This design comes from an exercise in tuning for small area, a short achievable clock period and few clock cycles per item on the open sky130 flow, not from production work.
Function was checked by simulation only, so behaviour that the tests miss may differ from the original.
Power is estimated from default activity; no workload was simulated.

File: design/flow/run.sh
#!/bin/bash
# synth_recipe.tcl (not shown) runs the flow's synth.tcl, then flattens the netlist and writes it again
# the make line also repeats each setting of config.mk as NAME=value (left out here)
make -C /OpenROAD-flow-scripts/flow DESIGN_CONFIG=/design/flow/config.mk WORK_HOME=/design/flow/orfs CLKGATE_MAP_FILE= SYNTH_SCRIPT=/design/flow/synth_recipe.tcl finish
File: design/flow/constraint.sdc
create_clock -name core_clock -period 7.5 [get_ports {clk}]
set_input_delay 1.5000 -clock core_clock [delete_from_list [all_inputs] [get_ports {clk}]]
set_output_delay 1.5000 -clock core_clock [all_outputs]
set_load 0.01 [all_outputs]
File: design/flow/design.v
module packed_array_indexer #(
    parameter W        = 64,
    parameter E        = 4,
    parameter CAPACITY = 500,
    parameter IDX_W    = 9
) (
    input  wire             clk,
    input  wire             rst,
    input  wire             req_valid,
    output wire             req_ready,
    input  wire [2:0]       req_op,
    input  wire [IDX_W-1:0] req_index,
    input  wire [W-1:0]     req_value,
    output wire             rsp_valid,
    input  wire             rsp_ready,
    output wire [1:0]       rsp_status,
    output wire             rsp_applied,
    output wire [W-1:0]     rsp_data
);
    localparam EPW       = W / E;
    localparam NUM_WORDS = (CAPACITY + EPW - 1) / EPW;
    localparam [W-1:0] ELEM_MASK = {{(W-E){1'b0}}, {E{1'b1}}};
    localparam [2:0] OP_AT = 3'd0, OP_SET = 3'd1, OP_INC = 3'd2, OP_DEC = 3'd3,
                     OP_SIZE = 3'd4, OP_RDWORD = 3'd5;
    localparam [1:0] ST_OK = 2'b00, ST_INDEX_OUT_OF_RANGE = 2'b01, ST_ILLEGAL_OP = 2'b10;
    wire [NUM_WORDS*W-1:0] words_flat;
    reg                    wr_en;
    reg  [IDX_W-1:0]       wr_word;
    reg  [W-1:0]           wr_data;
    genvar k;
    generate
        for (k = 0; k < NUM_WORDS; k = k + 1) begin : g_word
            reg [W-1:0] word_q;
            always @(posedge clk) begin
                if (rst)
                    word_q <= {W{1'b0}};
                else if (wr_en && wr_word == k)
                    word_q <= wr_data;
            end
            assign words_flat[k*W +: W] = word_q;
        end
    endgenerate
    reg         pending;
    reg [1:0]   rsp_status_q;
    reg         rsp_applied_q;
    reg [W-1:0] rsp_data_q;
    assign req_ready   = !pending && !rst;
    assign rsp_valid   = pending && !rst;
    assign rsp_status  = rsp_status_q;
    assign rsp_applied = rsp_applied_q;
    assign rsp_data    = rsp_data_q;
    wire accept = req_valid && req_ready;
    wire             elem_ok  = req_index < CAPACITY;
    wire             word_ok  = req_index < NUM_WORDS;
    wire [IDX_W-1:0] word_idx = req_index / EPW;
    wire [IDX_W-1:0] slot     = req_index % EPW;
    wire [31:0]      shift    = W - (slot + 1) * E;
    wire [W-1:0] old_word   = elem_ok ? words_flat[word_idx*W +: W] : {W{1'b0}};
    wire [W-1:0] field_mask = ELEM_MASK << shift;
    wire [W-1:0] cur_val    = (old_word >> shift) & ELEM_MASK;
    wire [W-1:0] dump_word  = word_ok ? words_flat[req_index*W +: W] : {W{1'b0}};
    reg [1:0]   x_status;
    reg         x_applied;
    reg [W-1:0] x_data;
    reg [W-1:0] new_val;
    always @(*) begin
        x_status  = ST_OK;
        x_applied = 1'b0;
        x_data    = {W{1'b0}};
        new_val   = cur_val;
        case (req_op)
            OP_AT: begin
                if (!elem_ok) x_status = ST_INDEX_OUT_OF_RANGE;
                else          x_data   = cur_val;
            end
            OP_SET: begin
                if (!elem_ok) begin
                    x_status = ST_INDEX_OUT_OF_RANGE;
                end else if (req_value > ELEM_MASK) begin
                    x_data = cur_val;
                end else begin
                    new_val   = req_value;
                    x_applied = 1'b1;
                    x_data    = req_value;
                end
            end
            OP_INC: begin
                if (!elem_ok) begin
                    x_status = ST_INDEX_OUT_OF_RANGE;
                end else if (cur_val == ELEM_MASK) begin
                    x_data = cur_val;
                end else begin
                    new_val   = cur_val + 1'b1;
                    x_applied = 1'b1;
                    x_data    = cur_val + 1'b1;
                end
            end
            OP_DEC: begin
                if (!elem_ok) begin
                    x_status = ST_INDEX_OUT_OF_RANGE;
                end else if (cur_val == {W{1'b0}}) begin
                    x_data = cur_val;
                end else begin
                    new_val   = cur_val - 1'b1;
                    x_applied = 1'b1;
                    x_data    = cur_val - 1'b1;
                end
            end
            OP_SIZE: begin
                x_data = CAPACITY;
            end
            OP_RDWORD: begin
                if (!word_ok) x_status = ST_INDEX_OUT_OF_RANGE;
                else          x_data   = dump_word;
            end
            default: begin
                x_status = ST_ILLEGAL_OP;
            end
        endcase
    end
    always @(*) begin
        wr_en   = accept && x_applied;
        wr_word = word_idx;
        wr_data = (old_word & ~field_mask) | (new_val << shift);
    end
    always @(posedge clk) begin
        if (rst)
            pending <= 1'b0;
        else if (accept)
            pending <= 1'b1;
        else if (pending && rsp_ready)
            pending <= 1'b0;
    end
    always @(posedge clk) begin
        if (accept) begin
            rsp_status_q  <= x_status;
            rsp_applied_q <= x_applied;
            rsp_data_q    <= x_data;
        end
    end
endmodule
File: design/flow/config.mk
export PLATFORM = sky130hd
export DESIGN_NAME = packed_array_indexer
export DESIGN_NICKNAME = packed_array_indexer
export VERILOG_FILES = /design/flow/design.v
export SDC_FILE = /design/flow/constraint.sdc
export NUM_CORES = 4
export LEC_CHECK = 0
export CAP_MARGIN = 20
export CORE_MARGIN = 2
export CORE_UTILIZATION = 35
export PLACE_DENSITY = 0.5
export SLEW_MARGIN = 20
==> notes.md, run 1 <==
- After floorplanning, the core was divided into between 200 and 250 placement rows.
- The data required time at the worst endpoint is roughly 8.3 ns.
- The height of the die is ~550 um.
- After Yosys synthesis, full adders, half adders and majority gates account for less than 1% of the synthesized area.
- Once layout is complete, the cells apart from fillers number between 10,000 and 15,000.
- Subtracting the final worst setup slack from the clock period gives between 6 and 7 ns.
- The cell depth of the worst hold path is 2.
- The largest net degree at the start of global routing is between 200 and 250.
- The flow ran to the end and the layout has no timing, DRC or antenna violations.
- For this design the top-level I/O count stands at ~150.
- The standard cell area after detailed placement is around 110,000 um^2.
- The setup fix buffers added after clock tree synthesis is 0.
- The depth of the worst register-to-register path is 17.
- After detailed routing, the average wire length per cell comes to roughly 35 um.
- Routability-driven placement finished with a final weighted congestion of between 0.9 and 1.
- Summed over all layers, the global routing overflow is 0.
- The H-tree was split into 4 levels.
- After clock tree synthesis, the clock-pin slew on the worst setup and hold paths is 0.06 ns.
- The synthesized design contains 67 enable-type register cells.
- The actual transition at the worst max-transition pin is 1.246 ns.
- The number of buffers between clock root and the deepest sink is 4.
- The number of antenna-violating nets in the routed design is 0.
- The area growth from synthesis to layout is 15.76%.
- The final number of max-transition violations came to 0.
- The final critical path takes up 93.25% of the cycle.
- The final number of setup-violating endpoints is 0.
- The count of synthesis-stage warnings from yosys is 1.
- The worst-case setup slack after placement is -0.2380 ns.
- The count of cell types in the netlist is slightly above 90.
- The endpoint class of the critical path is a flip-flop.
- The detailed-route vias per instance is 6.517.
- The first-pass GRT wire length is between 600 and 700 mm.
- The number of hold violations in the final report is 0.
- The number of fillers in the final layout is around 29,000.
- In this run, the number of DRC markers left after iteration 0 of detailed routing was roughly 12,000.
- The number of synthesized register bits is ~2,100.
- IR analysis of the VDD net gives a maximum drop of roughly 0.00019 V.
- The cell area after synthesis is around 110,000 um^2.
- The mux cell area share after synthesis is approximately 26%.
- Input and output buffers added on the ports amount to 148.
- Averaged over all synthesized cells, the footprint is roughly 11 um^2.
- The arrival time at the worst endpoint is 7.82 ns.
- The capture endpoint of the worst hold path is g_word[27].word_q[47].
- The die covers approximately 310,000 um^2.
- STA classifies the critical path startpoint as an input pin.
- Setup slack on the worst reg-to-reg path comes out at 1.66 ns.
- The total leakage power is 38.91 nW.
- The startpoint of the tightest hold check path is g_word[27].word_q[47].
- For this run, the leading register cell type out of synthesis is sky130_fd_sc_hd__dfxtp_1.
- The synthesized instance count is 10,090.
- The number of placed instances, taps included, is around 14,000.
- The core region is roughly 300,000 um^2.
- Of all flip-flops after synthesis, the portion carrying an async set or reset was 0%.
- The fmax is between 0.1 and 0.15 GHz.
- The wire-length estimate of the detail-placed layout is about 300 mm.
- After routing the design area is between 100,000 and 150,000 um^2.
- The ratio of cells with drive above 1 in the final layout is 21.40%.
- The count of unresolved DRC violations after routing is 0.
- In this run the tightest slew margin relative to its limit is about 16%.
- The endpoint identified for the worst register-to-register timing path is g_word[6].word_q[58].
- The clock drives approximately 2,100 sinks.
- Clock tree synthesis selected as its root buffer the cell sky130_fd_sc_hd__clkbuf_16.
- The number of global-route vias before repair is between 80,000 and 90,000.
- The routed wire length is 484.3 mm.
- Once the clock tree was built, the resizer swapped 0 gates to a different size.
- The worst setup path is of the in -> reg kind.
- The simple logic cell fraction of the synthesized area is 10.19%.
- Counting the buffers created by CTS gives 239.
- Across all layers, the routed design uses just over 90,000 vias.
- The cts-stage hold buffer count is 0.
- Across every metal layer, demand over resource in global routing totals 30.57%.
- The setup skew after layout is 0.07181 ns.
- The number of max-cap violations is 0.
- The die width is 554.4 um.
- The startpoint of the worst-slack reg-to-reg timing path is g_word[23].word_q[49].
- The peak fanout along the critical path is 45.
- The initial antenna violation count came to 38.
- The class of the tightest hold or removal check is reg -> reg.
- The power per cell area is 212.1 nW/um^2.
- Counting every net in the synthesized netlist gives 10,180.
- For this run, the detailed router's first-pass iteration total came to 6.
- Setup repair after global routing left no endpoint under its margin.
- The combinational family with the most area after synthesis is multiplexers.
- Adding up every negative setup slack in the final design gives 0 ns.
- The clock reaches the later pin of the worst-skew pair after approximately 0.97 ns.
- TritonCTS built the clock tree.
- The starting density of the core is roughly a third.
- The share of the Yosys chip area taken by registers is a little over 40%.
- Summing the areas of all compound-gate instances in the mapped netlist gives 17.61% of the synthesized area.
- The net count of the finished layout is slightly below 10,000.
- The tightest hold path in the finished design has a slack of between 0.4 and 0.5 ns.
- Once routing completed, OpenROAD measured the worst setup slack at 0.5060 ns.
- The synthesized netlist devotes less than 1% of its cell area to XOR and XNOR gates.
==> worst max-delay path, cell delays in order <==
cell	delay, ns
sky130_fd_sc_hd__buf_8	0.26
sky130_fd_sc_hd__buf_12	0.32
sky130_fd_sc_hd__buf_12	0.34
sky130_fd_sc_hd__mux4_2	0.58
sky130_fd_sc_hd__a22o_1	0.20
sky130_fd_sc_hd__a2111oi_0	0.74
sky130_fd_sc_hd__a31oi_1	0.29
sky130_fd_sc_hd__buf_4	0.26
sky130_fd_sc_hd__a32o_1	0.25
sky130_fd_sc_hd__a21oi_1	0.27
sky130_fd_sc_hd__o31a_1	0.37
sky130_fd_sc_hd__or3_4	0.22
sky130_fd_sc_hd__a221oi_4	0.08
sky130_fd_sc_hd__buf_12	0.18
sky130_fd_sc_hd__buf_12	0.16
sky130_fd_sc_hd__nor3_4	0.86
sky130_fd_sc_hd__buf_4	0.39
sky130_fd_sc_hd__nor2_1	0.07
sky130_fd_sc_hd__a211oi_1	0.22
==> report_power, final <==
group          switching (mW)  internal [mW]  leakage [nW]
Combinational            1.77          0.753          17.9
Sequential             0.0181           11.3          17.1
Clock                    5.21           6.96          3.92
Total                    7.00           19.0          38.9
==> state kept, by name, indices dropped and copies added (netlist names) <==
signal,cells
g_word.word_q,2048
pending,1
rsp_applied_q,1
rsp_data_q,64
rsp_status_q,2
==> per-layer routing <==
layer	part of all wire (%)	up-vias	routed length, um	global-route usage (%)
met5	0.060	-	291	0.3125
met1	40	45980	191800	40.52
met3	10	1316	50260	6.636
li1	-	38060	-	-
met2	44	5522	212500	46.43
met4	6.1	28	29410	16.37
==> cell usage in the layout (no fill, tap or decap), types with 130 or more instances in the layout <==
master,instances
sky130_fd_sc_hd__a211oi_1,1519
sky130_fd_sc_hd__buf_12,249
sky130_fd_sc_hd__buf_4,307
sky130_fd_sc_hd__clkbuf_16,249
sky130_fd_sc_hd__clkdlybuf4s50_1,138
sky130_fd_sc_hd__dfxtp_1,2049
sky130_fd_sc_hd__mux2i_1,509
sky130_fd_sc_hd__mux4_2,975
sky130_fd_sc_hd__nand2_1,150
sky130_fd_sc_hd__nand3_1,466
sky130_fd_sc_hd__nor2_1,1620
sky130_fd_sc_hd__o21ai_0,456
sky130_fd_sc_hd__o22ai_1,130
==> synth_stat cells (44+ instances only) <==
cell                       number  area [um^2]
sky130_fd_sc_hd__buf_6         80        900.9
sky130_fd_sc_hd__a211oi_1    1519        11400
sky130_fd_sc_hd__nor3_1        51        255.2
sky130_fd_sc_hd__o22ai_1      130        813.3
sky130_fd_sc_hd__nand3_1      468         2342
sky130_fd_sc_hd__mux2i_1      509         5095
sky130_fd_sc_hd__a22o_1        44        385.4
sky130_fd_sc_hd__o21ai_0      456         2282
sky130_fd_sc_hd__a21oi_1      141        705.7
sky130_fd_sc_hd__buf_4         82        615.6
sky130_fd_sc_hd__clkbuf_1     805         3022
sky130_fd_sc_hd__nor2b_1       49        306.5
sky130_fd_sc_hd__nor2_1      1631         6122
sky130_fd_sc_hd__o221ai_1      75        656.9
sky130_fd_sc_hd__dfxtp_1     2049        41020
sky130_fd_sc_hd__a22oi_1       75        563.0
sky130_fd_sc_hd__a31oi_1       44        275.3
sky130_fd_sc_hd__edfxtp_1      67         2012
sky130_fd_sc_hd__mux4_2       975        21960
sky130_fd_sc_hd__buf_2        204         1021
sky130_fd_sc_hd__buf_1         83        311.6
sky130_fd_sc_hd__nand2_1      150        563.0
==> layout make-up <==
cell class              instances  area (um^2)  area share [%]
flip-flops and latches       2116        43030           35.05
inverters                      18        90.09         0.07339
multi-input cells            6696        57810           47.10
well taps                    3978         4977           4.055
diodes                          9        22.52         0.01835
clock inverters                91        993.5          0.8093
repair buffers                704         8810           7.177
clock buffers                 339         7019           5.718
==> worst max-delay path by stage <==
stage | from | slack, ns | end
6_report | req_index[4] | 0.51 | g_word[6].word_q[58]
5_1_grt | req_index[4] | 0.52 | g_word[13].word_q[10]
4_1_cts | req_index[4] | 0.69 | g_word[6].word_q[40]
3_5_place_dp | req_index[4] | -0.24 | g_word[6].word_q[58]
3_3_place_gp | req_index[4] | -0.18 | g_word[6].word_q[54]
2_1_floorplan | req_index[1] | 0.10 | g_word[28].word_q[31]
==> stage by stage <==
step | total power [mW] | utilization, %
global route | 26.64 | 40.64
finish | 26.03 | 40.64
global placement | 14.05 | 37.98
CTS | 26.08 | 40.63
floorplan | 12.95 | -
detailed placement | 14.06 | 37.98
==> cells by family after synthesis <==
logic type,count (synthesis)
flops,2116
fa+ha+maj,8
compound gates,2666
mux,1514
xor+xnor,4
buf+inv,1276
simple gates,2504
Testbench counts, summed over its fixed seeds: cycles 64,000, items 32,000.
==> run 2, diff against run 1 <==
==> design/flow/design.v (replaced) <==
module packed_array_indexer #(
    parameter W        = 64,
    parameter E        = 4,
    parameter CAPACITY = 500,
    parameter IDX_W    = 9
) (
    input  wire             clk,
    input  wire             rst,
    input  wire             req_valid,
    output wire             req_ready,
    input  wire [2:0]       req_op,
    input  wire [IDX_W-1:0] req_index,
    input  wire [W-1:0]     req_value,
    output wire             rsp_valid,
    input  wire             rsp_ready,
    output wire [1:0]       rsp_status,
    output wire             rsp_applied,
    output wire [W-1:0]     rsp_data
);
    localparam EPW       = W / E;                          
    localparam NUM_WORDS = (CAPACITY + EPW - 1) / EPW;     
    localparam [2:0] OP_AT = 3'd0, OP_SET = 3'd1, OP_INC = 3'd2, OP_DEC = 3'd3,
                     OP_SIZE = 3'd4, OP_RDWORD = 3'd5;
    localparam [1:0] ST_OK = 2'b00, ST_INDEX_OUT_OF_RANGE = 2'b01, ST_ILLEGAL_OP = 2'b10;
    reg pending;
    assign req_ready = !pending && !rst;
    assign rsp_valid = pending && !rst;
    wire accept = req_valid && !pending && !rst;
    always @(posedge clk) begin
        if (rst)
            pending <= 1'b0;
        else if (accept)
            pending <= 1'b1;
        else if (rsp_ready)
            pending <= 1'b0;
    end
    reg  [E*CAPACITY-1:0]  mem;
    wire [NUM_WORDS*W-1:0] words;     
    genvar k, s;
    generate
        for (k = 0; k < NUM_WORDS; k = k + 1) begin : g_w
            for (s = 0; s < EPW; s = s + 1) begin : g_s
                if (k * EPW + s < CAPACITY)
                    assign words[k*W + W-E*(s+1) +: E] = mem[E*(k*EPW+s) +: E];
                else
                    assign words[k*W + W-E*(s+1) +: E] = {E{1'b0}};
            end
        end
    endgenerate
    wire        is_rdw   = (req_op == OP_RDWORD);
    wire [4:0]  ridx     = is_rdw ? req_index[4:0] : req_index[8:4];
    wire [W-1:0] rword   = words[ridx*W +: W];
    wire elem_ok = req_index < CAPACITY;
    wire word_ok = req_index < NUM_WORDS;
    wire op_elem = !req_op[2];                     
    wire op_wr   = op_elem && (req_op[1:0] != 2'd0);
    reg  [W-1:0] wq;         
    reg  [3:0]   slot_q;
    reg  [4:0]   widx_q;
    reg  [1:0]   op_q;
    reg  [E-1:0] val_q;
    reg          big_q;      
    reg          elem_q;     
    reg          rdw_q;      
    reg          size_q;
    reg  [1:0]   st_q;
    reg          wr_q;       
    always @(posedge clk) begin
        if (accept) begin
            wq     <= rword;
            slot_q <= req_index[3:0];
            widx_q <= req_index[8:4];
            op_q   <= req_op[1:0];
            val_q  <= req_value[E-1:0];
            big_q  <= |req_value[W-1:E];
            elem_q <= op_elem && elem_ok;
            rdw_q  <= is_rdw && word_ok;
            size_q <= (req_op == OP_SIZE);
            st_q   <= req_op[2] & req_op[1]          ? ST_ILLEGAL_OP :
                      (op_elem && !elem_ok) ||
                      (is_rdw && !word_ok)           ? ST_INDEX_OUT_OF_RANGE : ST_OK;
        end
    end
    always @(posedge clk) begin
        if (rst)
            wr_q <= 1'b0;
        else if (accept)
            wr_q <= op_wr && elem_ok;
    end
    wire [E-1:0] cur = wq[W-E*(slot_q+1) +: E];
    reg  [E-1:0] res;
    reg          app;
    always @(*) begin
        res = cur;
        app = 1'b0;
        case (op_q)
            2'd1: if (!big_q)        begin res = val_q;       app = 1'b1; end
            2'd2: if (cur != 4'hF)   begin res = cur + 1'b1;  app = 1'b1; end
            2'd3: if (cur != 4'h0)   begin res = cur - 1'b1;  app = 1'b1; end
            default: ;
        endcase
    end
    assign rsp_status  = st_q;
    assign rsp_applied = elem_q && app;
    assign rsp_data    = rdw_q  ? wq :
                         elem_q ? {{(W-E){1'b0}}, res} :
                         size_q ? CAPACITY : {W{1'b0}};
    reg [W-1:0] mword;
    integer j;
    always @(*) begin
        for (j = 0; j < EPW; j = j + 1)
            mword[W-E*(j+1) +: E] = (slot_q == j) ? res : wq[W-E*(j+1) +: E];
    end
    wire [W-1:0] wdata = rst ? {W{1'b0}} : mword;
    generate
        for (k = 0; k < NUM_WORDS; k = k + 1) begin : g_wr
            wire wen = rst || (wr_q && widx_q == k);
            for (s = 0; s < EPW; s = s + 1) begin : g_ws
                if (k * EPW + s < CAPACITY) begin : g_e
                    always @(posedge clk)
                        if (wen)
                            mem[E*(k*EPW+s) +: E] <= wdata[W-E*(s+1) +: E];
                end
            end
        end
    endgenerate
endmodule
==> run 2 against run 1 <==
Critical endpoint is now rsp_applied; highest routed layer unchanged; wire length down 49%; largest power group is now sequential cells; utilization grew 0.23 points; still clean; register-to-register slack improved by 0.37 ns; synthesized area down 22%.
==> notes.md, run 2 <==
- The mean area per synthesized cell is 19.91 um^2 (was 10.51 um^2).
- The number of levels in the clock H-tree is 4 (unchanged).
- The number of hold violations in the final report is 0 (unchanged).
- The depth of the worst register-to-register path is 18 (was 17).
- RSZ-0062 raised after global routing: no (unchanged).
- The TritonCTS clock tree is built (unchanged).
- The fmax is 0.1385 GHz (was 0.1430 GHz).
- The die width is 489.8 um (was 554.4 um).
- The area occupied by multi-input gates is 19,620 um^2 (was 57,810 um^2).
- The number of global-route vias before repair was 43,410 (was 87,660).
- The leftover overflow at the end of global routing is 0 (unchanged).
- The count of cell types in the netlist is 75 (was 91).
- The number of antenna-violating nets in the routed design came to 0 (unchanged).
- The number of buffer and inverter instances along the worst setup path is 4 (was 7).
- The setup skew after layout is 0.05019 ns (was 0.07181 ns).
- The cell total after placement is 7,366 (was 13,510).
- The CTS sink count is 2,087 (was 2,116).
- The count of synthesis-stage warnings from yosys is 1 (unchanged).
- The most common flop cell mapped by yosys is sky130_fd_sc_hd__edfxtp_1 (was sky130_fd_sc_hd__dfxtp_1).
- The last weighted congestion value of the routability-driven placer is 0.8100 (was 0.9231).
- The synthesized instance count is 4,148 (was 10,090).
- The site row count is 178 (was 202).
- Result of the run: finished clean (unchanged).
- The cts-stage hold buffer count came to 0 (unchanged).
- The final number of max-transition violations is 0 (unchanged).
- The ratio of cells with drive above 1 in the final layout is 23.80% (was 21.40%).
- The flip-flop count of the largest register after layout is 2,000 (was 2,048).
- The dominant delay contributor by cell family on the critical path was compound AO/OA/AOI/OAI gates (unchanged).
- The first-pass GRT wire length is 342.4 mm (was 680.8 mm).
- The actual transition at the worst max-transition pin is 1.142 ns (was 1.246 ns).
- The part of the Yosys area used for sequential elements came to 75.86% (was 40.58%).
- The power per cell area is 279.6 nW/um^2 (was 212.1 nW/um^2).
- The number of port buffers is 148 (unchanged).
- The synthesized net count came to 4,235 (was 10,180).
- The number of synthesized register bits came to 2,087 (was 2,116).
- The final number of setup-violating endpoints is 0 (unchanged).
- The register with the highest flop count is mem (was g_word.word_q).
- The half-perimeter wire length after detailed placement was 128.1 mm (was 297.7 mm).
- The maximum vdd drop is 0.0002531 V (was 0.0001930 V).
- Top area cells in the synthesized netlist: sky130_fd_sc_hd__edfxtp_1 (76%), sky130_fd_sc_hd__mux4_2 (14%), sky130_fd_sc_hd__nand2_1 (2.2%) (was sky130_fd_sc_hd__dfxtp_1 (39%), sky130_fd_sc_hd__mux4_2 (21%), sky130_fd_sc_hd__a211oi_1 (11%)).
- The area growth from synthesis to layout is 16.27% (was 15.76%).
- The most frequently used cell type in the post-synthesis netlist is sky130_fd_sc_hd__edfxtp_1 (was sky130_fd_sc_hd__dfxtp_1).
- The height of the die was 489.8 um (was 554.4 um).
- The data required time at the worst endpoint came to 6.00 ns (was 8.33 ns).
- The class of the tightest hold or removal check is reg -> reg (unchanged).
- The count of unresolved DRC violations after routing is 0 (unchanged).
- The final critical delay including setup and external delays is 7.218 ns (was 6.994 ns).
- The largest area contributor in the netlist is sky130_fd_sc_hd__edfxtp_1 (was sky130_fd_sc_hd__dfxtp_1).
- The clock root buffer is sky130_fd_sc_hd__clkbuf_16 (unchanged).
- The cell area after synthesis is 82,590 um^2 (was 106,000 um^2).
- The setup fix buffers added after clock tree synthesis was 0 (unchanged).
- The count of flip-flops with a built-in enable after synthesis was 2,085 (was 67).
- The detailed-route via count was 42,710 (was 90,910).
- The average wire per cell in the routed design is 31.61 um (was 34.71 um).
- The peak fanout along the critical path came to 18 (was 45).
- The number of I/O pins is 149 (unchanged).
- The die outline area is 239,900 um^2 (was 307,400 um^2).
- The number of gates on the worst path with buffers counted is 15 (was 19).
- The cell with the biggest individual delay on the critical path was sky130_fd_sc_hd__clkdlybuf4s50_1 (was sky130_fd_sc_hd__nor3_4).
- The final cycle utilization of the critical path was 96.24% (was 93.25%).
- Top flop regs: mem: 2000 flops, wq: 64 flops, widx_q: 5 flops (was g_word.word_q: 2048 flops, rsp_data_q: 64 flops, rsp_status_q: 2 flops).
- The length of the first detailed-routing pass in iterations was 5 (was 6).
- The clock latency on the worst-skew pair is 0.87 ns (was 0.97 ns).
- The area of the placeable core was 235,000 um^2 (was 302,000 um^2).
- The number of fillers in the final layout is 20,760 (was 28,570).
- The largest net degree at the start of global routing is 129 (was 212).
- The endpoint class of the critical path is a primary output (was flip-flop).
- The routed wire length is 245.4 mm (was 484.3 mm).
- The count of non-filler cells in the finished layout was 7,763 (was 13,950).
- The first-iteration detailed-routing DRC count was 4,065 (was 11,800).
- The worst slew margin relative to its limit is 23.88% (was 16.06%).
- The largest stage delay on the critical path is 0.66 ns (was 0.86 ns).
- The cell depth of the worst hold path is 2 (unchanged).
- The setup TNS came to 0 ns (unchanged).
- The launching element type of the critical path is a flip-flop (was input pin).
- Ordered list of cells on the worst path: inv_1, ha_1, buf_4, and4bb_1, a31oi_1, o211ai_2, and4_1, a31oi_4, and2_1, inv_1, ha_1, nand2b_1, o21ai_0, o311a_1, clkdlybuf4s50_1 (was buf_8, buf_12, buf_12, mux4_2, a22o_1, a2111oi_0, a31oi_1, buf_4, a32o_1, a21oi_1, o31a_1, or3_4, a221oi_4, buf_12, buf_12, nor3_4, buf_4, nor2_1, a211oi_1).
- The type of the setup path with the least slack was reg -> out (was in -> reg).
- The clock buffer count from CTS was 214 (was 239).
- The leading cell type in the layout, fill and taps excluded is sky130_fd_sc_hd__edfxtp_1 (was sky130_fd_sc_hd__dfxtp_1).
- The number of max-cap violations was 0 (unchanged).
- The starting density of the core came to 35.15% (was 35.11%).
- Commonest cells after routing, fill and taps aside: sky130_fd_sc_hd__edfxtp_1 (2,085), sky130_fd_sc_hd__mux4_2 (528), sky130_fd_sc_hd__nand2_1 (476) (was sky130_fd_sc_hd__dfxtp_1 (2,049), sky130_fd_sc_hd__nor2_1 (1,620), sky130_fd_sc_hd__a211oi_1 (1,519)).
- The number of nets in the layout is 4,532 (was 9,863).
- The overall fraction of global-route tracks in use came to 20.39% (was 30.57%).
- The count of instances resized after the clock tree is built is 0 (unchanged).
- The clock transition at the registers of the reported paths came to 0.07 ns (was 0.06 ns).
- The number of buffers between clock root and the deepest sink is 3 (was 4).
- The arrival time at the worst endpoint came to 5.72 ns (was 7.82 ns).
- Commonest cells post-synth: sky130_fd_sc_hd__edfxtp_1 (2,085), sky130_fd_sc_hd__mux4_2 (528), sky130_fd_sc_hd__nand2_1 (476), sky130_fd_sc_hd__nand3_1 (187), sky130_fd_sc_hd__clkbuf_1 (117) (was sky130_fd_sc_hd__dfxtp_1 (2,049), sky130_fd_sc_hd__nor2_1 (1,631), sky130_fd_sc_hd__a211oi_1 (1,519), sky130_fd_sc_hd__mux4_2 (975), sky130_fd_sc_hd__clkbuf_1 (805)).
- The total leakage power came to 32.49 nW (was 38.91 nW).
- The area taken by flip-flops and latches came to 62,650 um^2 (was 43,030 um^2).
- The initial antenna violation count is 8 (was 38).
- The detailed-route vias per instance is 5.501 (was 6.517).
- The portion of synthesized cell area occupied by the leading cell type was 75.81% (was 38.68%).
- The share of synthesized registers carrying an async set or reset was 0% (unchanged).
run 2: routing by layer:
metal  routed length (um)  vias up  track usage (%)
met4                 7757        2            6.629
met5                   15        -                0
met2               125800     1344            35.49
li1                     -    17510                -
met3                11830      341            2.525
met1               100000    23510            26.50
run 2: stage by stage:
step	utilization [%]	hold slack [ns]	total power [mW]	cell area [um^2]	worst slack [ns]
floorplan	-	0.4732	15.83	82590	2.204
global placement	37.97	0.4904	16.97	89200	1.231
detailed placement	37.99	0.5073	17.02	89250	1.171
CTS	40.77	0.5175	27.09	95800	0.2174
global route	40.86	0.5584	27.74	96010	0.02777
finish	40.87	0.5163	26.85	96030	0.2823
run 2: final timing paths:
check	slack [ns]	end	startpoint
max reg2reg	2.03	mem[995]	slot_q[1]
min reg2reg	0.52	pending	pending
min	0.52	pending	pending
max	0.28	rsp_applied	slot_q[1]
run 2: kinds of logic (layout without fill, tap and decap cells):
| family | count (synthesis) | after routing | share of synthesized area, % |
|---|---|---|---|
| flops | 2087 | 2087 | 75.86 |
| fa+ha+maj | 7 | 7 | 0.1060 |
| buf+inv | 253 | 706 | 1.407 |
| other cells | 0 | 12 | 0 |
| compound gates | 265 | 265 | 2.166 |
| xor+xnor | 2 | 2 | 0.05605 |
| mux | 586 | 586 | 15.11 |
| simple gates | 948 | 948 | 5.298 |
run 2: worst register-to-register path, stage by stage (launching register included):
cell and delay (ns):
sky130_fd_sc_hd__edfxtp_1 0.46, sky130_fd_sc_hd__inv_1 0.14, sky130_fd_sc_hd__ha_1 0.35, sky130_fd_sc_hd__buf_4 0.27, sky130_fd_sc_hd__and4bb_1 0.24, sky130_fd_sc_hd__a31oi_1 0.29, sky130_fd_sc_hd__o211ai_2 0.28, sky130_fd_sc_hd__a21o_1 0.26
sky130_fd_sc_hd__and2_1 0.24, sky130_fd_sc_hd__nand2_1 0.18, sky130_fd_sc_hd__inv_1 0.06, sky130_fd_sc_hd__ha_1 0.29, sky130_fd_sc_hd__nor4_1 0.31, sky130_fd_sc_hd__nand4_1 0.18, sky130_fd_sc_hd__o2111a_1 0.23, sky130_fd_sc_hd__a21oi_4 0.14
sky130_fd_sc_hd__buf_4 0.47, sky130_fd_sc_hd__o21ai_1 0.44, sky130_fd_sc_hd__buf_4 0.34
run 2: power breakdown:
part	internal, mW	switching, mW
registers	13.8	0.264
logic	1.02	1.65
clock network	5.61	4.49
total	20.4	6.40
run 2: area by class of cell:
type | count | area share, %
well taps | 3150 | 4.104
diodes | 12 | 0.03127
repair buffers | 322 | 3.321
inverters | 12 | 0.05212
clock buffers | 263 | 5.768
multi-input cells | 1808 | 20.43
clock inverters | 109 | 1.054
flip-flops and latches | 2087 | 65.24
Testbench counts of run 2, summed over its fixed seeds: cycles 64,000, items 32,000.
==> run 3, diff against run 2 <==
--- a/design/flow/design.v
+++ b/design/flow/design.v
@@ -56,9 +56,24 @@
     wire op_wr   = op_elem && (req_op[1:0] != 2'd0);
+    wire [W-1:0] rslots;
+    for (s = 0; s < EPW; s = s + 1) begin : g_rs
+        assign rslots[E*s +: E] = rword[W-E*(s+1) +: E];
+    end
+    wire [E-1:0] cur = rslots[E*req_index[3:0] +: E];
+    reg  [E-1:0] res;
+    reg          app;
+    always @(*) begin
+        res = cur;
+        app = 1'b0;
+        case (req_op[1:0])
+            2'd1: if (req_value <= 64'd15) begin res = req_value[E-1:0]; app = 1'b1; end
+            2'd2: if (cur != 4'hF)         begin res = cur + 1'b1;       app = 1'b1; end
+            2'd3: if (cur != 4'h0)         begin res = cur - 1'b1;       app = 1'b1; end
+            default: ;
+        endcase
+    end
     reg  [W-1:0] wq;         
+    reg  [E-1:0] lo_q;       
+    reg          ap_q;
     reg  [3:0]   slot_q;
     reg  [4:0]   widx_q;
-    reg  [1:0]   op_q;
-    reg  [E-1:0] val_q;
-    reg          big_q;      
-    reg          elem_q;     
     reg          rdw_q;      
@@ -70,8 +85,8 @@
             wq     <= rword;
+            lo_q   <= (is_rdw && word_ok) ? rword[E-1:0] :
+                      (op_elem && elem_ok) ? res :
+                      (req_op == OP_SIZE)  ? 4'd4 : 4'd0;
+            ap_q   <= op_elem && elem_ok && app;
             slot_q <= req_index[3:0];
             widx_q <= req_index[8:4];
-            op_q   <= req_op[1:0];
-            val_q  <= req_value[E-1:0];
-            big_q  <= |req_value[W-1:E];
-            elem_q <= op_elem && elem_ok;
             rdw_q  <= is_rdw && word_ok;
@@ -89,20 +104,7 @@
     end
-    wire [E-1:0] cur = wq[W-E*(slot_q+1) +: E];
-    reg  [E-1:0] res;
-    reg          app;
-    always @(*) begin
-        res = cur;
-        app = 1'b0;
-        case (op_q)
-            2'd1: if (!big_q)        begin res = val_q;       app = 1'b1; end
-            2'd2: if (cur != 4'hF)   begin res = cur + 1'b1;  app = 1'b1; end
-            2'd3: if (cur != 4'h0)   begin res = cur - 1'b1;  app = 1'b1; end
-            default: ;
-        endcase
-    end
     assign rsp_status  = st_q;
-    assign rsp_applied = elem_q && app;
-    assign rsp_data    = rdw_q  ? wq :
-                         elem_q ? {{(W-E){1'b0}}, res} :
-                         size_q ? CAPACITY : {W{1'b0}};
+    assign rsp_applied = ap_q;
+    assign rsp_data[W-1:9] = rdw_q ? wq[W-1:9] : {(W-9){1'b0}};
+    assign rsp_data[8:4]   = rdw_q ? wq[8:4] : {5{size_q}};
+    assign rsp_data[3:0]   = lo_q;
     reg [W-1:0] mword;
@@ -111,3 +113,3 @@
         for (j = 0; j < EPW; j = j + 1)
-            mword[W-E*(j+1) +: E] = (slot_q == j) ? res : wq[W-E*(j+1) +: E];
+            mword[W-E*(j+1) +: E] = (slot_q == j) ? lo_q : wq[W-E*(j+1) +: E];
     end
--- a/design/flow/config.mk
+++ b/design/flow/config.mk
@@ -7,6 +7,8 @@
 export LEC_CHECK = 0
+export ABC_CLOCK_PERIOD_IN_PS = 3000
 export CAP_MARGIN = 20
 export CORE_MARGIN = 2
-export CORE_UTILIZATION = 35
-export PLACE_DENSITY = 0.5
+export CORE_UTILIZATION = 50
+export PLACE_DENSITY = 0.6
+export SETUP_SLACK_MARGIN = 3.5
 export SLEW_MARGIN = 20
==> run 3 against run 2 <==
Worst setup slack better by 2.1 ns; utilization grew 18 points; register-to-register slack improved by 1.7 ns; clock skew down 0.025 ns; die area decreased by 26%; sequential share of layout area down 4.3 points; hold slack lost 0.016 ns; synthesized cell count increased by 43%; clock-buffer cell count fell by 2; sequential power barely moved.
==> notes.md, run 3 <==
- The detailed-route via count is 58,990 (was 42,710).
- The setup TNS was 0 ns (unchanged).
- The initial antenna violation count came to 17 (was 8).
- The number of buffer and inverter instances along the worst setup path is 5 (was 4).
- The die width was 422.1 um (was 489.8 um).
- The cell depth of the worst hold path is 2 (unchanged).
- The part of the Yosys area used for sequential elements is 71.59% (was 75.86%).
- The clock transition at the registers of the reported paths came to 0.06 ns (was 0.07 ns).
- The length of the first detailed-routing pass in iterations is 6 (was 5).
- Ordered list of cells on the worst path: buf_6, buf_6, nand2_2, mux2_4, o221ai_2, nand4_1, a2111oi_4, a2111oi_2, buf_4, a211oi_4, a211oi_4, buf_12, buf_6, ha_4, o21ai_2, nand2_1, o21ai_1, a21oi_1, a221o_1 (was inv_1, ha_1, buf_4, and4bb_1, a31oi_1, o211ai_2, and4_1, a31oi_4, and2_1, inv_1, ha_1, nand2b_1, o21ai_0, o311a_1, clkdlybuf4s50_1).
- The number of antenna-violating nets in the routed design came to 0 (unchanged).
- The arrival time at the worst endpoint is 5.69 ns (was 5.72 ns).
- The number of max-cap violations is 0 (unchanged).
- The cell area after synthesis was 87,390 um^2 (was 82,590 um^2).
- The portion of synthesized cell area occupied by the leading cell type is 71.54% (was 75.81%).
- The cts-stage hold buffer count is 0 (unchanged).
- The number of buffers between clock root and the deepest sink is 3 (unchanged).
- The type of the setup path with the least slack is in -> reg (was reg -> out).
- The largest area contributor in the netlist was sky130_fd_sc_hd__edfxtp_1 (unchanged).
- The overall fraction of global-route tracks in use is 36.29% (was 20.39%).
- The largest net degree at the start of global routing is 84 (was 129).
- The last weighted congestion value of the routability-driven placer is 0.9332 (was 0.8100).
- The site row count is 153 (was 178).
- Top area cells in the synthesized netlist: sky130_fd_sc_hd__edfxtp_1 (72%), sky130_fd_sc_hd__mux2i_1 (7.9%), sky130_fd_sc_hd__nand2_1 (4.0%) (was sky130_fd_sc_hd__edfxtp_1 (76%), sky130_fd_sc_hd__mux4_2 (14%), sky130_fd_sc_hd__nand2_1 (2.2%)).
- The number of nets in the layout is 6,506 (was 4,532).
- The number of I/O pins is 149 (unchanged).
- The launching element type of the critical path was an input pin (was flip-flop).
- The CTS sink count came to 2,084 (was 2,087).
- The count of unresolved DRC violations after routing was 0 (unchanged).
- The number of port buffers is 148 (unchanged).
- The number of synthesized register bits is 2,084 (was 2,087).
- The number of global-route vias before repair is 55,130 (was 43,410).
- The count of synthesis-stage warnings from yosys is 1 (unchanged).
- The detailed-route vias per instance is 6.608 (was 5.501).
- Result of the run: finished clean (unchanged).
- The height of the die is 422.1 um (was 489.8 um).
- The leading cell type in the layout, fill and taps excluded is sky130_fd_sc_hd__edfxtp_1 (unchanged).
- The register with the highest flop count is mem (unchanged).
- The endpoint class of the critical path is a flip-flop (was primary output).
- The area of the placeable core is 173,800 um^2 (was 235,000 um^2).
- The startpoint of the worst-slack reg-to-reg timing path is mem[820] (was slot_q[1]).
- The most frequently used cell type in the post-synthesis netlist is sky130_fd_sc_hd__edfxtp_1 (unchanged).
- The capture endpoint of the worst hold path is pending (unchanged).
- The leftover overflow at the end of global routing is 0 (unchanged).
- The peak fanout along the critical path was 14 (was 18).
- The fmax is 0.1969 GHz (was 0.1385 GHz).
- The TritonCTS clock tree is built (unchanged).
- The dominant delay contributor by cell family on the critical path is compound AO/OA/AOI/OAI gates (unchanged).
- The most common flop cell mapped by yosys is sky130_fd_sc_hd__edfxtp_1 (unchanged).
- The critical register-to-register path endpoint is lo_q[2] (was mem[995]).
- The largest stage delay on the critical path was 0.51 ns (was 0.66 ns).
- The synthesized net count is 6,003 (was 4,235).
- The area growth from synthesis to layout came to 17.49% (was 16.27%).
- The final number of max-transition violations is 0 (unchanged).
- The cell with the biggest individual delay on the critical path was sky130_fd_sc_hd__a2111oi_4 (was sky130_fd_sc_hd__clkdlybuf4s50_1).
- The depth of the worst register-to-register path was 18 (unchanged).
- The first-pass GRT wire length is 448.5 mm (was 342.4 mm).
- The power per cell area was 267.7 nW/um^2 (was 279.6 nW/um^2).
- Commonest cells after routing, fill and taps aside: sky130_fd_sc_hd__edfxtp_1 (2,082), sky130_fd_sc_hd__nand2_1 (900), sky130_fd_sc_hd__mux2i_1 (684) (was sky130_fd_sc_hd__edfxtp_1 (2,085), sky130_fd_sc_hd__mux4_2 (528), sky130_fd_sc_hd__nand2_1 (476)).
- The total leakage power is 37.74 nW (was 32.49 nW).
- RSZ-0062 raised after global routing: yes (was no).
- The number of levels in the clock H-tree is 4 (unchanged).
- Commonest cells post-synth: sky130_fd_sc_hd__edfxtp_1 (2,082), sky130_fd_sc_hd__nand2_1 (929), sky130_fd_sc_hd__mux2i_1 (694), sky130_fd_sc_hd__nand3_1 (257), sky130_fd_sc_hd__a21oi_1 (248) (was sky130_fd_sc_hd__edfxtp_1 (2,085), sky130_fd_sc_hd__mux4_2 (528), sky130_fd_sc_hd__nand2_1 (476), sky130_fd_sc_hd__nand3_1 (187), sky130_fd_sc_hd__clkbuf_1 (117)).
- The average wire per cell in the routed design came to 36.92 um (was 31.61 um).
- The post-route total power came to 27.49 mW (was 26.85 mW).
- The ratio of cells with drive above 1 in the final layout is 16.77% (was 23.80%).
- The routed wire length is 329.6 mm (was 245.4 mm).
- The die outline area is 178,100 um^2 (was 239,900 um^2).
- The final number of setup-violating endpoints is 0 (unchanged).
- The first-iteration detailed-routing DRC count is 9,125 (was 4,065).
- The half-perimeter wire length after detailed placement is 186.3 mm (was 128.1 mm).
- The clock latency on the worst-skew pair is 0.87 ns (about the same).
- The final cycle utilization of the critical path is 67.71% (was 96.24%).
- The minimum setup slack among reg-to-reg paths is 3.74 ns (was 2.03 ns).
- The number of hold violations in the final report came to 0 (unchanged).
- The setup skew after layout was 0.02508 ns (was 0.05019 ns).
- The count of cell types in the netlist is 96 (was 75).
- The mean area per synthesized cell is 14.76 um^2 (was 19.91 um^2).
- The actual transition at the worst max-transition pin is 1.209 ns (was 1.142 ns).
- The synthesized instance count was 5,921 (was 4,148).
- Top flop regs: mem: 2000 flops, wq: 64 flops, widx_q: 5 flops (unchanged).
- The clock buffer count from CTS is 208 (was 214).
- The worst slew margin relative to its limit is 19.41% (was 23.88%).
- The flip-flop count of the largest register after layout came to 2,000 (unchanged).
- The count of flip-flops with a built-in enable after synthesis is 2,082 (was 2,085).
- The clock root buffer is sky130_fd_sc_hd__clkbuf_16 (unchanged).
- The starting density of the core is 50.27% (was 35.15%).
- Among the stages of the critical path, the cell type that occurs most often is sky130_fd_sc_hd__buf_6.
- The maximum vdd drop came to 0.0002806 V (was 0.0002531 V).
- The share of synthesized registers carrying an async set or reset is 0% (unchanged).
- The class of the tightest hold or removal check was reg -> reg (unchanged).
- The data required time at the worst endpoint is 8.11 ns (was 6.00 ns).
- The final critical delay including setup and external delays came to 5.078 ns (was 7.218 ns).
- The startpoint of the tightest hold check path is pending (unchanged).
run 3: cell count changes in the layout (fill, tap and decap cells not counted), moves of 38 or more:
| cell | before | now |
|---|---|---|
| sky130_fd_sc_hd__mux2i_1 | 50 | 684 |
| sky130_fd_sc_hd__mux4_2 | 528 | 18 |
| sky130_fd_sc_hd__nand2_1 | 476 | 900 |
| sky130_fd_sc_hd__buf_4 | 134 | 390 |
| sky130_fd_sc_hd__a21oi_1 | 52 | 243 |
| sky130_fd_sc_hd__a211oi_1 | 2 | 150 |
| sky130_fd_sc_hd__nand3_1 | 187 | 255 |
| sky130_fd_sc_hd__a31oi_1 | 1 | 66 |
| sky130_fd_sc_hd__o22ai_1 | 0 | 59 |
| sky130_fd_sc_hd__a22oi_1 | 1 | 47 |
| sky130_fd_sc_hd__inv_1 | 11 | 49 |
run 3: how the worst max path moves through the flow:
stage | cells after the start | endpoint | from | slack [ns]
finish | 19 | lo_q[2] | req_index[2] | 2.42
global route | 21 | lo_q[2] | req_index[0] | 2.42
CTS | 23 | lo_q[2] | req_op[1] | 2.57
detailed placement | 20 | lo_q[2] | req_op[1] | 0.27
global placement | 20 | lo_q[2] | req_op[0] | 0.31
floorplan | 22 | lo_q[2] | req_op[1] | 2.36
run 3: area by class of cell:
type	count	area (um^2)
repair buffers	675	7189
flip-flops and latches	2084	62560
multi-input cells	3399	23470
clock buffers	261	5489
well taps	2325	2909
diodes	11	27.53
inverters	56	226.5
clock inverters	116	800.8
fillers	13470	71150
run 3: cells by family after synthesis:
kind of cell             count (synthesis)  synth area share (%)
AO/OA/AOI/OAI                          974                 7.674
adder cells (fa/ha/maj)                  2               0.02863
buffers and inverters                  438                 3.189
flip-flops                            2084                 71.59
multiplexers                           750                 8.916
AND/OR/NAND/NOR                       1673                 8.605
run 3: worst reg2reg max path, stage by stage, from the launching register on:
cell                       delay, ns
sky130_fd_sc_hd__edfxtp_1       0.35
sky130_fd_sc_hd__mux2i_1        0.08
sky130_fd_sc_hd__mux2i_1        0.16
sky130_fd_sc_hd__mux2i_1        0.17
sky130_fd_sc_hd__a22oi_2        0.23
sky130_fd_sc_hd__o311ai_1       0.17
sky130_fd_sc_hd__nor4_4         0.41
sky130_fd_sc_hd__buf_4          0.20
sky130_fd_sc_hd__a31oi_1        0.05
sky130_fd_sc_hd__a311oi_2       0.33
sky130_fd_sc_hd__nor4_4         0.09
sky130_fd_sc_hd__buf_6          0.16
sky130_fd_sc_hd__buf_4          0.15
sky130_fd_sc_hd__ha_4           0.17
sky130_fd_sc_hd__o21ai_2        0.13
sky130_fd_sc_hd__nand2_1        0.08
sky130_fd_sc_hd__o21ai_1        0.13
sky130_fd_sc_hd__a21oi_1        0.08
sky130_fd_sc_hd__a221o_1        0.35
run 3: where the power goes:
part           internal (mW)  total, mW  switching (mW)
combinational           1.15       3.58            2.43
sequential              13.8       14.0           0.254
clock                   5.43       9.88            4.45
total                   20.4       27.5            7.13
run 3: per-layer routing:
metal | track usage [%] | wire, um | part of all wire (%)
met1 | 48.95 | 121000 | 37
met2 | 54.58 | 146600 | 44
met3 | 7.423 | 38310 | 12
met4 | 21.79 | 23670 | 7.2
met5 | 0 | 65 | 0.020
run 3: repair_timing:
action,CTS,global route
pin swaps,53,38
resized for setup,246,65
setup endpoints to repair,112,17
gates cloned,23,4
setup buffers,102,20
run 3: stage by stage:
stage	instance area, um^2	hold slack, ns	utilization [%]	std cells	worst slack [ns]
after floorplan	87600	0.4582	-	5921	2.356
after global placement	93080	0.4887	53.55	8387	0.3130
after detailed placement	93140	0.4896	53.58	8389	0.2655
after CTS	101900	0.4988	58.65	8891	2.571
after global routing	102700	0.5164	59.06	8919	2.421
final	102700	0.5005	59.07	8927	2.422
Testbench counts of run 3, summed over its fixed seeds: cycles 64,000, items 32,000.

==> re-timing with driven ports <==
No port has a modelled driver above. Below, the same layouts with a new extraction and two added sets of constraints.
Step 1, drivers: a clkbuf_16 drives clk and a buf_2 each remaining input, both assumed.
Step 2, shift: input delay + t, output delay - t, t = (earliest + latest rising clock arrival at the registers) / 2. This alone moves slack from input paths to output paths.
a / b / c = ideal / step 1 / step 2; a / b = the first two.
run	t (ns)	slack for setup (ns)	latest minus earliest clock arrival (ns)
run 1	1.056	0.506 / 0.532 / -0.524	0.072 / 0.072
run 2	0.932	0.282 / 0.200 / 1.132	0.051 / 0.050
run 3	0.935	2.422 / 2.441 / 1.506	0.030 / 0.030
Met with ideal ports but missed after step 2: setup timing in run 1. The setup slack of run 1, which loses most, moves by +0.026 ns with the drivers and by -1.030 ns with both steps.
